Source: an optimization exercise on an open RTL-to-GDS flow (aim: small area, a short achievable clock period and few clock cycles per item). Production flows keep margins and buffers that such runs may drop.
Only simulation tests tie the RTL to the original design; equivalence was not proved.
Power figures rest on the tool's default switching activity, not on a simulated workload.

## trial 16
==> flow/design.v <==
module lzw_dec (
    input  wire       clk,
    input  wire       rst,
    input  wire       in_valid,
    input  wire [8:0] in_code,
    output wire       in_ready,
    output wire       out_valid,
    output wire [7:0] out_data,
    output wire       out_end,
    output wire       out_err,
    input  wire       out_ready
);
    localparam integer K  = 5;                  
    localparam integer CW = 3;                  
    reg [8:0] dpre [1:255];
    reg [7:0] dch  [1:255];
    reg       b_v;
    reg [8:0] b_c;
    reg       b_free;                           
    assign in_ready = b_free;
    wire take = in_valid && b_free;
    localparam [1:0] H_EMPTY = 2'd0;            
    localparam [1:0] H_FRESH = 2'd1;            
    localparam [1:0] H_WALK  = 2'd2;            
    reg [1:0] hs;
    reg [8:0] node;
    reg [8:0] cur;                              
    reg [8:0] prev_code;
    reg [7:0] prev_first;
    reg       have_prev;
    reg       skip;                             
    reg [9:0] next_code;                        
    reg       cont;                             
    reg       inpass;                           
    reg [8:0] hl;                               
    reg [8:0] plen;                             
    localparam integer NS = 3;                  
    reg  [1:0]    wp, rp;
    wire [NS-1:0] full_v, last_v, end_v, err_v;
    wire [8*NS-1:0] top_v;
    wire fresh   = (hs == H_FRESH);
    wire walking = (hs == H_WALK);
    wire wfull   = full_v[wp];
    wire nx_full = next_code[9];
    wire cls_lit  = !node[8];
    wire cls_end  = (node == 9'd256);
    wire cls_dict = node[8] && (node[7:0] != 8'd0) &&
                    (nx_full || (node[7:0] < next_code[7:0]));
    wire cls_kwk  = node[8] && !nx_full && (node[7:0] == next_code[7:0]) && have_prev;
    wire cls_bad  = node[8] && !cls_end && !cls_dict && !cls_kwk;
    reg        wv;
    reg [7:0]  wa;
    reg [8:0]  wd_pre;
    reg [7:0]  wd_ch;
    wire       byp     = wv && (node[7:0] == wa);
    wire       kwk_hop = fresh && cls_kwk;
    wire [8:0] hp  = kwk_hop ? prev_code  : byp ? wd_pre : dpre[node[7:0]];
    wire [7:0] hch = kwk_hop ? prev_first : byp ? wd_ch  : dch[node[7:0]];
    wire       at_root = !hp[8];
    wire go_fresh = fresh && !skip && !wfull;
    wire f_end    = go_fresh && (cls_end || cls_bad);
    wire f_lit    = go_fresh && cls_lit;
    wire f_hop    = go_fresh && (cls_dict || cls_kwk);
    wire w_hop    = walking && (inpass || !wfull);
    wire hop      = f_hop || w_hop;
    wire p1_done  = hop && !cont && at_root;
    wire c_done   = hop && cont && (hl == 9'd1);
    wire pass_done = p1_done || c_done || f_lit || f_end;
    wire [8:0] hops1  = fresh ? 9'd0 : hl;      
    wire [8:0] len1   = hops1 + 9'd2;           
    wire       long1  = (len1 > K + 1);
    wire       more   = (plen > K);
    wire [8:0] cc     = fresh ? node : cur;
    wire adv = (hs == H_EMPTY) || (fresh && skip) || f_lit || f_end ||
               (p1_done && !long1) || (c_done && !more);
    wire [7:0] root = cls_lit ? node[7:0] : hp[7:0];
    always @(posedge clk) begin
        if (wv) begin
            dpre[wa] <= wd_pre;
            dch[wa]  <= wd_ch;
        end
    end
    always @(posedge clk) begin
        if (rst) wv <= 1'b0;
        else     wv <= !nx_full;
        wa     <= next_code[7:0];
        wd_pre <= prev_code;
        wd_ch  <= root;
    end
    reg       o_v, o_e, o_r, s_v, s_e, s_r;
    reg [7:0] o_d, s_d;
    assign out_valid = o_v;
    assign out_data  = o_d;
    assign out_end   = o_e;
    assign out_err   = o_r;
    wire       rfull  = full_v[rp];
    wire       t_end  = end_v[rp];
    wire       t_err  = err_v[rp];
    wire [7:0] t_dat  = top_v[8*rp +: 8];
    wire       pop    = rfull && !s_v;
    wire       pop_last = pop && last_v[rp];
    wire set_head = f_lit || f_end || (hop && !cont);
    wire start_ok = fresh && !skip;
    genvar gi;
    generate
        for (gi = 0; gi < NS; gi = gi + 1) begin : g_slot
            lzw_slot #(.K(K), .CW(CW)) u_slot (
                .clk(clk), .rst(rst),
                .sel(wp == gi), .push(hop), .hch(hch),
                .set_head(set_head), .hd(root),
                .s_end(start_ok && (cls_end || cls_bad)), .s_err(cls_bad),
                .fin(pass_done && wp == gi),
                .pop(pop && rp == gi),
                .full(full_v[gi]), .last(last_v[gi]), .t_end(end_v[gi]), .t_err(err_v[gi]),
                .top(top_v[8*gi +: 8]));
        end
    endgenerate
    always @(posedge clk) begin
        if (rst) begin
            b_v <= 1'b0; b_free <= 1'b1; b_c <= 9'd0;
            hs <= H_EMPTY; node <= 9'd0; cur <= 9'd0;
            prev_code <= 9'd0; prev_first <= 8'd0; have_prev <= 1'b0;
            skip <= 1'b0; next_code <= 10'd257;
            cont <= 1'b0; inpass <= 1'b0; hl <= 9'd0; plen <= 9'd0;
            wp <= 2'd0; rp <= 2'd0;
            o_v <= 1'b0; o_e <= 1'b0; o_r <= 1'b0; o_d <= 8'd0;
            s_v <= 1'b0; s_e <= 1'b0; s_r <= 1'b0; s_d <= 8'd0;
        end else begin
            if (adv) begin
                if (b_v) begin
                    node <= b_c; hs <= H_FRESH; b_v <= 1'b0; b_free <= 1'b1;
                end else if (take) begin
                    node <= in_code; hs <= H_FRESH;
                end else begin
                    hs <= H_EMPTY;
                end
            end else begin
                if (take) begin
                    b_c <= in_code; b_v <= 1'b1; b_free <= 1'b0;
                end
                if (p1_done || c_done) begin
                    node <= cc; hs <= H_WALK;
                end else if (hop) begin
                    node <= hp; hs <= H_WALK;
                end
            end
            if (fresh && skip && cls_end) skip <= 1'b0;
            if (f_hop) cur <= node;
            if (hop) inpass <= !pass_done;
            if (f_hop && !p1_done) begin
                hl <= 9'd1; cont <= 1'b0;
            end else if (w_hop && !cont && !p1_done) begin
                hl <= hl + 9'd1;
            end else if (p1_done && long1) begin
                cont <= 1'b1; plen <= len1 - (K + 1); hl <= len1 - (K + 1);
            end else if (c_done) begin
                if (more) begin
                    plen <= plen - K; hl <= plen - K;
                end else begin
                    cont <= 1'b0;
                end
            end else if (hop && cont) begin
                hl <= hl - 9'd1;
            end
            if (f_end) begin
                next_code <= 10'd257; have_prev <= 1'b0;
                if (cls_bad) skip <= 1'b1;
            end
            if (set_head) prev_first <= root;
            if (f_lit || p1_done) begin
                prev_code  <= cc;
                have_prev  <= 1'b1;
                if (have_prev && !nx_full) next_code <= next_code + 10'd1;
            end
            if (pass_done) wp <= (wp == NS - 1) ? 2'd0 : wp + 2'd1;
            if (pop_last)  rp <= (rp == NS - 1) ? 2'd0 : rp + 2'd1;
            if (o_v && !out_ready) begin
                if (pop) begin
                    s_v <= 1'b1; s_d <= t_dat; s_e <= t_end; s_r <= t_err;
                end
            end else begin
                if (s_v) begin
                    o_v <= 1'b1; o_d <= s_d; o_e <= s_e; o_r <= s_r; s_v <= 1'b0;
                end else if (pop) begin
                    o_v <= 1'b1; o_d <= t_dat; o_e <= t_end; o_r <= t_err;
                end else begin
                    o_v <= 1'b0;
                end
            end
        end
    end
endmodule
module lzw_slot #(
    parameter integer K  = 5,
    parameter integer CW = 3
) (
    input  wire       clk,
    input  wire       rst,
    input  wire       sel,                      
    input  wire       push,                     
    input  wire [7:0] hch,
    input  wire       set_head,                 
    input  wire [7:0] hd,
    input  wire       s_end,                    
    input  wire       s_err,
    input  wire       fin,                      
    input  wire       pop,
    output reg        full,
    output wire       last,
    output reg        t_end,
    output reg        t_err,
    output wire [7:0] top
);
    reg [8*K-1:0] st;
    reg [CW-1:0]  cnt;
    reg [7:0]     head;
    reg           has_head;
    assign top  = has_head ? head : st[7:0];
    assign last = has_head ? (cnt == 0) : (cnt == 1);
    wire [CW:0] c1 = cnt + 1'b1;
    wire        wr = sel && !full;
    always @(posedge clk) begin
        if (wr && push)              st <= {st[8*K-9:0], hch};
        else if (pop && !has_head)   st <= {8'd0, st[8*K-1:8]};
        if (wr && set_head)          head <= hd;
        if (wr) begin
            t_end <= s_end; t_err <= s_err;
        end
    end
    always @(posedge clk) begin
        if (rst) begin
            full <= 1'b0; cnt <= 0; has_head <= 1'b0;
        end else begin
            if (wr && fin) full <= 1'b1;
            if (wr && set_head) has_head <= 1'b1;
            if (wr && push) cnt <= (c1 > K) ? K[CW-1:0] : c1[CW-1:0];
            if (pop) begin
                if (has_head) has_head <= 1'b0;
                else          cnt <= cnt - 1'b1;
                if (last)     full <= 1'b0;
            end
        end
    end
endmodule
Settings: LEC_CHECK=0, CAP_MARGIN=20, CORE_MARGIN=2, CORE_UTILIZATION=50, CTS_CLUSTER_DIAMETER=120, CTS_CLUSTER_SIZE=25, SLEW_MARGIN=20; clock period 15.0 ns.
standard.sh (not shown) runs the stock make flow with config.mk's settings and CLKGATE_MAP_FILE= SYNTH_SCRIPT=/design/flow/synth_recipe.tcl, a recipe that flattens the netlist after the stock synthesis.
==> flow/flow/run.sh <==
#!/bin/bash
# The standard layout, with the timing repair steps aiming for a setup
# slack of MARGIN ns (the design's clock and constraints are unchanged).
set -euo pipefail
MARGIN=10.5
bash standard.sh synth > synth_make.log 2>&1
bash standard.sh SETUP_SLACK_MARGIN=$MARGIN finish > layout_make.log 2>&1
Testbench counts of trial 16, summed over its fixed seeds: cycles 61,994, items 61,365.
Relative to trial 16, the following input files were edited for build 51:
--- a/flow/design.v
+++ b/flow/design.v
@@ -50,11 +50,11 @@
     wire cls_bad  = node[8] && !cls_end && !cls_dict && !cls_kwk;
     reg        wv;
     reg [7:0]  wa;
     reg [8:0]  wd_pre;
     reg [7:0]  wd_ch;
-    wire       byp     = wv && (node[7:0] == wa);
+    reg        byp;
     wire       kwk_hop = fresh && cls_kwk;
     wire [8:0] hp  = kwk_hop ? prev_code  : byp ? wd_pre : dpre[node[7:0]];
     wire [7:0] hch = kwk_hop ? prev_first : byp ? wd_ch  : dch[node[7:0]];
     wire       at_root = !hp[8];
     wire go_fresh = fresh && !skip && !wfull;
@@ -84,10 +84,26 @@
         if (rst) wv <= 1'b0;
         else     wv <= !nx_full;
         wa     <= next_code[7:0];
         wd_pre <= prev_code;
         wd_ch  <= root;
+    end
+    wire eq_b    = (b_c[7:0]     == next_code[7:0]);
+    wire eq_in   = (in_code[7:0] == next_code[7:0]);
+    wire eq_cc   = (cc[7:0]      == next_code[7:0]);
+    wire eq_node = (node[7:0]    == next_code[7:0]);
+    always @(posedge clk) begin
+        if (rst || nx_full)
+            byp <= 1'b0;
+        else if (adv)
+            byp <= b_v ? eq_b : eq_in;
+        else if (p1_done || c_done)
+            byp <= eq_cc;
+        else if (hop)
+            byp <= 1'b0;
+        else
+            byp <= eq_node;
     end
     reg       o_v, o_e, o_r, s_v, s_e, s_r;
     reg [7:0] o_d, s_d;
     assign out_valid = o_v;
     assign out_data  = o_d;
### Flow results
- On global-route usage: build 51 sits above trial 16.
- Wire length per cell of build 51 exceeds that of trial 16 slightly.
- The power of the clock network was comparable across build 51 and trial 16.
- Build 51 vs. trial 16: proportion of cell area occupied by registers has decreased; post-synthesis cell count increased by 30 relative to the old numbers; flip-flop and latch count after synthesis essentially unchanged; non-clock buffering overhead in the final layout grew by 0.48 points.
- Trial 16 reports its slowest cell on the critical path as dfxtp_1 while build 51 reports nand4_1.
- From trial 16 to build 51 the numbers moved as follows: reported combinational group power fell 31%, combinational cell fraction of total power fell 5.5 points.
- Route | build 51 vs trial 16 | wire longer in build 51
- Sequential cell count: trial 16 vs build 51, no meaningful difference
Testbench counts of build 51, summed over its fixed seeds: cycles 61,994, items 61,365.

Setup of lane 1:
// lzw_dec: RTL as listed in full above, without the edits since
==> flow/config.mk <==
export PLATFORM = sky130hd
export DESIGN_NAME = lzw_dec
export DESIGN_NICKNAME = lzw_dec
export VERILOG_FILES = /design/flow/design.v
export SDC_FILE = /design/flow/constraint.sdc
export NUM_CORES = 4
export LEC_CHECK = 0
export CAP_MARGIN = 10
export CORE_MARGIN = 2
export CORE_UTILIZATION = 50
export CTS_CLUSTER_DIAMETER = 120
export CTS_CLUSTER_SIZE = 25
export SLEW_MARGIN = 10
==> flow/constraint.sdc <==
create_clock -name core_clock -period 15.0 [get_ports {clk}]
set_input_delay 3.0000 -clock core_clock [delete_from_list [all_inputs] [get_ports {clk}]]
set_output_delay 3.0000 -clock core_clock [all_outputs]
set_load 0.01 [all_outputs]
==> flow/flow/run.sh <==
#!/bin/bash
# The standard layout, with the timing repair steps aiming for a setup
# slack of MARGIN ns (the design's clock and constraints are unchanged).
set -euo pipefail
MARGIN=10.55
bash standard.sh synth > synth_make.log 2>&1
bash standard.sh SETUP_SLACK_MARGIN=$MARGIN finish > layout_make.log 2>&1
Testbench counts of lane 1, summed over its fixed seeds: cycles 61,994, items 61,365.
### lane 1 -> lane 2
-- flow/design.v --
<<< lane 1, line 25
    reg [1:0] hs;
    reg [8:0] node;
    reg [8:0] cur;                              
    reg [8:0] prev_code;
>>> lane 2, line 25
    reg [1:0] hs;
    reg [8:0] node;
    reg [8:0] node_n;                           
    reg [8:0] cur;                              
    reg [8:0] prev_code;
<<< lane 1, line 53
    reg [8:0]  wd_pre;
    reg [7:0]  wd_ch;
    wire       byp     = wv && (node[7:0] == wa);
    wire       kwk_hop = fresh && cls_kwk;
    wire [8:0] hp  = kwk_hop ? prev_code  : byp ? wd_pre : dpre[node[7:0]];
    wire [7:0] hch = kwk_hop ? prev_first : byp ? wd_ch  : dch[node[7:0]];
    wire       at_root = !hp[8];
    wire go_fresh = fresh && !skip && !wfull;
>>> lane 2, line 54
    reg [8:0]  wd_pre;
    reg [7:0]  wd_ch;
    reg        byp;
    wire       kwk_hop = fresh && cls_kwk;
    wire [8:0] hp  = kwk_hop ? prev_code  : byp ? wd_pre : dpre[node[7:0]];
    wire [7:0] hch = kwk_hop ? prev_first : byp ? wd_ch  : dch[~node_n[7:0]];
    wire       at_root = !hp[8];
    wire go_fresh = fresh && !skip && !wfull;
<<< lane 1, line 75
               (p1_done && !long1) || (c_done && !more);
    wire [7:0] root = cls_lit ? node[7:0] : hp[7:0];
    always @(posedge clk) begin
        if (wv) begin
>>> lane 2, line 76
               (p1_done && !long1) || (c_done && !more);
    wire [7:0] root = cls_lit ? node[7:0] : hp[7:0];
    reg [8:0] node_d;
    always @* begin
        node_d = node;
        if (adv) begin
            if (b_v)       node_d = b_c;
            else if (take) node_d = in_code;
        end else if (p1_done || c_done) begin
            node_d = cc;
        end else if (hop) begin
            node_d = hp;
        end
    end
    always @(posedge clk) begin
        if (wv) begin
<<< lane 1, line 87
        wd_pre <= prev_code;
        wd_ch  <= root;
    end
    reg       o_v, o_e, o_r, s_v, s_e, s_r;
>>> lane 2, line 100
        wd_pre <= prev_code;
        wd_ch  <= root;
    end
    wire eq_b    = (b_c[7:0]     == next_code[7:0]);
    wire eq_in   = (in_code[7:0] == next_code[7:0]);
    wire eq_cc   = (cc[7:0]      == next_code[7:0]);
    wire eq_node = (node[7:0]    == next_code[7:0]);
    always @(posedge clk) begin
        if (rst || nx_full)
            byp <= 1'b0;
        else if (adv)
            byp <= b_v ? eq_b : eq_in;
        else if (p1_done || c_done)
            byp <= eq_cc;
        else if (hop)
            byp <= 1'b0;
        else
            byp <= eq_node;
    end
    reg       o_v, o_e, o_r, s_v, s_e, s_r;
<<< lane 1, line 119
        if (rst) begin
            b_v <= 1'b0; b_free <= 1'b1; b_c <= 9'd0;
            hs <= H_EMPTY; node <= 9'd0; cur <= 9'd0;
            prev_code <= 9'd0; prev_first <= 8'd0; have_prev <= 1'b0;
            skip <= 1'b0; next_code <= 10'd257;
>>> lane 2, line 148
        if (rst) begin
            b_v <= 1'b0; b_free <= 1'b1; b_c <= 9'd0;
            hs <= H_EMPTY; node <= 9'd0; node_n <= 9'h1ff; cur <= 9'd0;
            prev_code <= 9'd0; prev_first <= 8'd0; have_prev <= 1'b0;
            skip <= 1'b0; next_code <= 10'd257;
<<< lane 1, line 127
            s_v <= 1'b0; s_e <= 1'b0; s_r <= 1'b0; s_d <= 8'd0;
        end else begin
            if (adv) begin
                if (b_v) begin
                    node <= b_c; hs <= H_FRESH; b_v <= 1'b0; b_free <= 1'b1;
                end else if (take) begin
                    node <= in_code; hs <= H_FRESH;
                end else begin
                    hs <= H_EMPTY;
>>> lane 2, line 156
            s_v <= 1'b0; s_e <= 1'b0; s_r <= 1'b0; s_d <= 8'd0;
        end else begin
            node   <= node_d;
            node_n <= ~node_d;
            if (adv) begin
                if (b_v) begin
                    hs <= H_FRESH; b_v <= 1'b0; b_free <= 1'b1;
                end else if (take) begin
                    hs <= H_FRESH;
                end else begin
                    hs <= H_EMPTY;
<<< lane 1, line 139
                    b_c <= in_code; b_v <= 1'b1; b_free <= 1'b0;
                end
                if (p1_done || c_done) begin
                    node <= cc; hs <= H_WALK;
                end else if (hop) begin
                    node <= hp; hs <= H_WALK;
                end
            end
            if (fresh && skip && cls_end) skip <= 1'b0;
>>> lane 2, line 170
                    b_c <= in_code; b_v <= 1'b1; b_free <= 1'b0;
                end
                if (p1_done || c_done || hop) hs <= H_WALK;
            end
            if (fresh && skip && cls_end) skip <= 1'b0;
## What came out
- The higher number of antenna violations at the first check in global routing came out of lane 2.
- Compared with lane 1, in lane 2 required time of the critical path higher; combinational fraction of design power lower; non-clock inverter count in the final layout lower; number of buffer and inverter stages on the critical path lower.
Testbench counts of lane 2, summed over its fixed seeds: cycles 61,994, items 61,365.

==> static timing again, ports no longer ideal <==
How much do the figures lean on ideal ports? The routed layouts below were timed once more, with nothing changed but the port constraints. Step 1 assumes that a clkbuf_16 drives the clock port and a buf_2 every other input. Step 2 adds t to the input delays and takes it off the output delays; t is the mean of the earliest and latest rising clock arrival at the registers after step 1. Input paths then give back, and output paths get back, about the clock's delay inside the block. a / b / c = ideal / step 1 / step 2; a / b = the first two.
run | t (ns) | slack for setup (ns) | worst register clock-pin slew, ns | cell pins on the clock port's net
trial 16 | 1.085 | 10.388 / 10.388 / 9.721 | 0.12 / 0.12 | 1
build 51 | 1.077 | 10.381 / 10.381 / 10.026 | 0.12 / 0.12 | 1
lane 1 | 1.076 | 10.486 / 10.403 / 9.728 | 0.11 / 0.11 | 1
lane 2 | 1.057 | 10.497 / 10.412 / 9.727 | 0.12 / 0.12 | 1
After both steps every run listed still meets setup and hold. The setup slack of lane 2, which loses most, moves by -0.085 ns with the drivers and by -0.770 ns with both steps.
